This is an optimization exercise on Yosys and OpenROAD, whose aim is small area, not a production implementation.
In this exercise RTL edits were held to simulation tests only and were not proved equivalent to the original.
Power and IR drop assume default switching activity.

## flow/design.v (module list and top-level ports; edited modules follow where they fit)
// module ssd1675a_ctrl: 1792 lines
module ssd1675a_ctrl(clk, rst, cmd_valid, cmd_ready, cmd_opc, cmd_code, cmd_has_payload, cmd_len, cmd_x0, cmd_x1, cmd_y0, cmd_y1, dat_valid, dat_ready, dat_byte, done, status, seq_ready, spi_sclk, spi_mosi, spi_cs_n
, spi_dc, panel_rst_n, panel_busy);
  // ...
==> flow/flow/run.sh <==
#!/bin/bash
# The standard layout (standard.sh), with these changes to how it is made:
#  - synthesis maps the logic with flow/abc_area.script (an area-oriented ABC
#    mapping, selected by ABC_AREA=1 in config.mk), from a private copy of the ORFS
#    scripts folder; every other file in that folder is ORFS's own, unchanged;
#  - synthesis does not extract half/full adders (ADDER_MAP_FILE empty), so ABC
#    maps that logic too;
#  - every input and output port gets sky130_fd_sc_hd__buf_1 as its buffer.
# Registers are those of the standard synthesis (dfflibmap runs before ABC).
set -euo pipefail
rm -rf scripts_local
cp -r "$FLOW_HOME/scripts" scripts_local
cp flow/abc_area.script scripts_local/abc_area.script
export SCRIPTS_DIR="$PWD/scripts_local"
export ADDER_MAP_FILE=
export BUFFER_PORTS_ARGS="-buffer_cell sky130_fd_sc_hd__buf_1"
bash standard.sh > standard_flow.log 2>&1
==> flow/flow/abc_area.script <==
strash
dch -f
amap -F 1000
topo
==> flow/standard.sh <==
#!/bin/bash
# synth_recipe.tcl (not shown) runs the flow's synth.tcl, then flattens the netlist and writes it again
# the make line also repeats each setting of config.mk as NAME=value (left out here)
make -C /OpenROAD-flow-scripts/flow DESIGN_CONFIG=/design/flow/config.mk WORK_HOME=/design/flow/orfs CLKGATE_MAP_FILE= SYNTH_SCRIPT=/design/flow/synth_recipe.tcl "${@:-finish}"
==> flow/config.mk <==
export PLATFORM = sky130hd
export DESIGN_NAME = ssd1675a_ctrl
export DESIGN_NICKNAME = ssd1675a_ctrl
export VERILOG_FILES = /design/flow/design.v
export SDC_FILE = /design/flow/constraint.sdc
export NUM_CORES = 4
export LEC_CHECK = 0
export ABC_AREA = 1
export CAP_MARGIN = 0
export CORE_MARGIN = 2
export CORE_UTILIZATION = 40
export GPL_TIMING_DRIVEN = 0
export PLACE_DENSITY = 0.6
export SLEW_MARGIN = 0
==> flow/constraint.sdc <==
create_clock -name core_clock -period 10.0 [get_ports {clk}]
set_input_delay 2.0000 -clock core_clock [delete_from_list [all_inputs] [get_ports {clk}]]
set_output_delay 2.0000 -clock core_clock [all_outputs]
set_load 0.01 [all_outputs]
==> out/results.ini, run 1 <==
[power]
finalPower_mw = 1.58
p_int_mw = 0.739
ir_drop_v = 0.000133
power_frac_clock = 0.095
pg_comb_mw = 0.956
swShare = 0.533

[logic_synthesis]
synthMuxAreaShare = 0
ys_seq_area_frac = 0.328
syn_inst = 535
synthArstFlopShare = 0
synth_seq_cells = 45
synth_top_cell_by_area = edfxtp_1
synthesis.area_sq_um = 3900

[final_layout]
nClkBuffers = 5
final_area_sq_um = 4600
multiInputGateArea_sq_um = 2310
nFlopsAndLatches = 45
nets = 736
n_fill_cell = 1036
largest_reg_flops = 16

[place]
hpwl_um = 12300
post-place-ws_ps = 2970

[setup_path]
critPathMaxFanout = 8
path_cells = nor2_1 -> clkinv_1 -> nor3_1 -> clkinv_1 -> nor3_1 -> o22ai_1 -> o31ai_1 -> a211oi_1 -> a221oi_1 -> clkinv_1 -> nor4_1 -> nor2_1 -> nor3_1 -> clkinv_1 -> a222oi_1 -> clkinv_1 -> buf_1
critPathKind = reg -> out
ff2ff_path_depth = 22
r2r_end = pa_reg[6]

[timing]
setup_tns_ps = 0
min_period_ps = 7720

[routing]
firstDrtPassIters = 5
drc = 0
wl_met3_um = 1740
wl_met2_um = 6930

[clocking]
htree_levels = 2
clkTransAtPathRegs_ps = 110

[global_routing]
grt_max_degree = 20
track_usage = 0.290

[run_status]
status = timing/DRC/antenna clean

[floorplan]
die_w_um = 103

==> run 2: changes to the inputs <==
--- a/flow/config.mk
+++ b/flow/config.mk
@@ -8,7 +8,6 @@
 export ABC_AREA = 1
-export CAP_MARGIN = 0
+export CAP_MARGIN = 20
 export CORE_MARGIN = 2
 export CORE_UTILIZATION = 40
-export GPL_TIMING_DRIVEN = 0
 export PLACE_DENSITY = 0.6
-export SLEW_MARGIN = 0
+export SLEW_MARGIN = 20
==> run 2 against run 1 <==
Net effect:
- worst hold slack gained 8.7 ps
- power is 1.4% lower
- cell count grew 0.38%
- register-to-register slack better by 200 ps
- setup slack improved by 550 ps
- wire length increased by 5.4%
- cell area decreased by 0.22%
- maximum frequency increased by 7.6%
- die area stayed put
- clock power is 17% lower
- sequential share of layout area grew 0.061 points
- critical path type unchanged
- still clean
==> out/results.ini, run 2 <==
[run_status]
status = timing/DRC/antenna clean  ; unchanged

[clocking]
cts.sinks = 45  ; unchanged
cts_setup_buffers = 0  ; unchanged
cts_tree = done  ; unchanged
cts_resized = 0  ; unchanged
cts_buffers = 5  ; unchanged
insertion_delay_ps = 320  ; about the same
holdBufCountCts = 0  ; unchanged
cts_buffer_depth = 2  ; unchanged
root_buffer = clkbuf_8  ; unchanged
htree_levels = 2  ; unchanged
clkTransAtPathRegs_ps = 100  ; was 110 ps

[global_routing]
grt_max_degree = 23  ; was 20
grt_pass1_wl_um = 25100  ; was 23500 um
antenna_found_initial = 0  ; unchanged
track_usage = 0.313  ; was 0.290
gr-total-overflow = 0  ; unchanged
grt_pass1_vias = 4564  ; was 4464

[timing]
setup_viol = 0  ; unchanged
rsz0062_at_grt = no  ; unchanged
clock_skew_ps = 11.3  ; was 25.0 ps
max_slew_margin = 0.253  ; was 0.151
min_period_ps = 7180  ; was 7720 ps
fin_crit_sh = 0.718  ; was 0.772
worst_pin_slew_ps = 1120  ; was 1260 ps
worst_slack_ps = 2820  ; was 2280 ps
drv_slew = 0  ; unchanged
timing.final.hold_violations = 0  ; unchanged
setup_tns_ps = 0  ; unchanged
fmax_mhz = 139  ; was 129 MHz

[final_layout]
synthToLayoutAreaGrowth_pct = 17.6  ; was 17.9%
mostFrequentLayoutCell = buf_1  ; unchanged
n_antenna_cell = 0  ; unchanged
final_cell_mix = buf_1, nor2_1, clkinv_1, nand2_1  ; unchanged
largest_reg_flops = 16  ; unchanged
nets = 739  ; was 736
drive_above_1_share = 0.0231  ; was 0.0201

[setup_path]
r2r_end = status[1]  ; was pa_reg[6]
critPathRequiredTime_ps = 8000  ; about the same
critPathKind = reg -> out  ; unchanged
ff2ff_path_depth = 21  ; was 22
cp-start-kind = register  ; unchanged
r2r_start = status[2]  ; was pa_reg[4]
worstPathArrival_ps = 5180  ; was 5720 ps
critPathMaxFanout = 8  ; unchanged
reg2reg_setup_slack_ps = 4460  ; was 4260 ps
endpoint_kind = output pin  ; unchanged

[routing]
drtIter0Drc = 548  ; was 436
firstDrtPassIters = 8  ; was 5
drt-wirelength-per-cell_um = 20.8  ; was 19.8 um
vias = 5040  ; was 4918
ant_nets = 0  ; unchanged
routed_wl_um = 16300  ; was 15500 um
drc = 0  ; unchanged
avgViaCountPerCell = 6.44  ; was 6.31

[logic_synthesis]
synth_top_cell_by_area = edfxtp_1  ; unchanged
synthTopCellsByCount = nor2_1, clkinv_1, nand2_1, edfxtp_1, o21ai_0  ; unchanged
syn_nets = 625  ; unchanged
synth.distinct_cells = 42  ; unchanged
synth_top_area_frac = 0.292  ; unchanged
ys_seq_area_frac = 0.328  ; unchanged
synth.most_common_cell = nor2_1  ; unchanged
synth-edff-count = 38  ; unchanged
synthesis.area_sq_um = 3900  ; unchanged
syn_inst = 535  ; unchanged
synthArstFlopShare = 0  ; unchanged
synth_seq_cells = 45  ; unchanged
yosys_most_used_dff = edfxtp_1  ; unchanged
yosys-top-cells-area = edfxtp_1, nor2_1, clkinv_1  ; unchanged
ys_warn_count = 1  ; unchanged
avgSynthCellArea_sq_um = 7.29  ; unchanged

[place]
hpwl_um = 13100  ; was 12300 um
post-place-ws_ps = 3370  ; was 2970 ps
gp_congestion = 1.09  ; was 1.01
io_buffers = 101  ; unchanged

[floorplan]
die_area_sq_um = 10600  ; unchanged
die_h_um = 103  ; unchanged
core_sq_um = 9640  ; unchanged
io_pins = 102  ; unchanged
start_util = 0.405  ; unchanged
row_count = 36  ; unchanged
die_w_um = 103  ; unchanged

[hold_path]
hp-start = panel_rst_n  ; unchanged
hold_end = panel_rst_n  ; unchanged
hold_class = reg -> reg  ; unchanged
min_path_cells = 2  ; unchanged

[power]
leakage_nw = 1.41  ; about the same
power.density_nw_per_um2 = 340  ; was 344 nW/um^2
ir_drop_v = 0.000126  ; was 0.000133 V
finalPower_mw = 1.56  ; was 1.58 mW

[flow_run]
max_cap_viol_count = 0  ; unchanged

## run 2: cell types whose count changed in the layout (fill, tap and decap cells not counted)
cell,change
nor2_1,+1
nor2_2,-1
buf_8,-1
clkinvlp_4,+1
bufinv_16,-1
buf_4,+4
## run 2: logic make-up (layout without fill, tap and decap cells)
group | Yosys count | in the layout | share of synthesized area
AO/OA/AOI/OAI | 188 | 188 | 0.345
AND/OR/NAND/NOR | 218 | 218 | 0.246
flip-flops | 45 | 45 | 0.328
buffers and inverters | 84 | 199 | 0.0808
## run 2: worst max path at each step
stage | startpoint | to
finish | pa_reg[4] | spi_mosi
floorplan | pa_reg[4] | spi_mosi
detailed placement | pa_reg[4] | spi_mosi
global placement | pa_reg[6] | spi_mosi
global route | pa_reg[4] | spi_mosi
CTS | pa_reg[4] | spi_mosi
## run 2: worst max-delay path, cell delays in order (launching register included)
cell	delay [ps]
edfxtp_1	520
nor2_1	270
clkinv_1	200
nor3_1	650
clkinv_1	250
nor3_1	230
o22ai_1	130
o31ai_1	120
a211oi_1	70
a221oi_1	470
clkinv_1	220
nor4_1	480
a32oi_1	90
o311ai_0	140
nor2_1	70
a31oi_1	170
o22ai_1	100
a222oi_1	410
clkinv_1	130
buf_1	150
## run 2: where the power goes
part	total, mW	switching, mW	internal [mW]	leakage (nW)
clock network	0.126	0.0764	0.0499	0.0445
logic	0.954	0.662	0.292	0.929
registers	0.480	0.114	0.366	0.441
## run 2: layout make-up
cell class / count / area [sq um]
repair buffers: 107 / 424
clock buffers: 5 / 68.8
inverters: 84 / 315
flip-flops and latches: 45 / 1280
clock inverters: 3 / 21.3
multi-input cells: 406 / 2310
well taps: 133 / 166
fillers: 1047 / 5050
## run 2: per-stage QoR
step                instance area, sq um   util  std cells  hold slack [ps]
floorplan                           3900      -        535              499
global placement                    4500  0.467        775              448
detailed placement                  4500  0.467        775              467
CTS                                 4590  0.476        783              490
global route                        4590  0.476        783              514
finish                              4590  0.476        783              484
## run 2: metal layers
layer  share of wire  vias to the layer above  track usage
met3            0.11                       45       0.0434
met2            0.46                      381        0.500
met4           0.034                        0        0.110
met1            0.40                     2322        0.435
met5               0                        -            0
li1                -                     2292            -

## port drivers added, routing unchanged
No port has a modelled driver above. Below, the same layouts with a new extraction and two added sets of constraints.
Step 1 (the two cells are an assumption about what drives the block):
set clk [get_ports {clk}]
set_driving_cell -lib_cell sky130_fd_sc_hd__clkbuf_16 $clk
set_driving_cell -lib_cell sky130_fd_sc_hd__buf_2 [delete_from_list [all_inputs] $clk]
Step 2 moves the port delays by t, midway between the first and last clock arrival at a register: inputs arrive t later, outputs are due t later. That takes back most of the time a late clock gives input paths.
Slacks: ideal ports / drivers / drivers and shift; pairs: ideal ports / drivers.
| run | shift t [ns] | slack for setup (ns) | worst setup path after step 2 | worst slew at a driven data input, ns |
|---|---|---|---|---|
| run 1 | 0.343 | 2.276 / 2.243 / 2.585 | register to output | 0.04 |
| run 2 | 0.347 | 2.825 / 2.790 / 3.137 | register to output | 0.04 |
After both steps setup and hold are still met in every run listed.
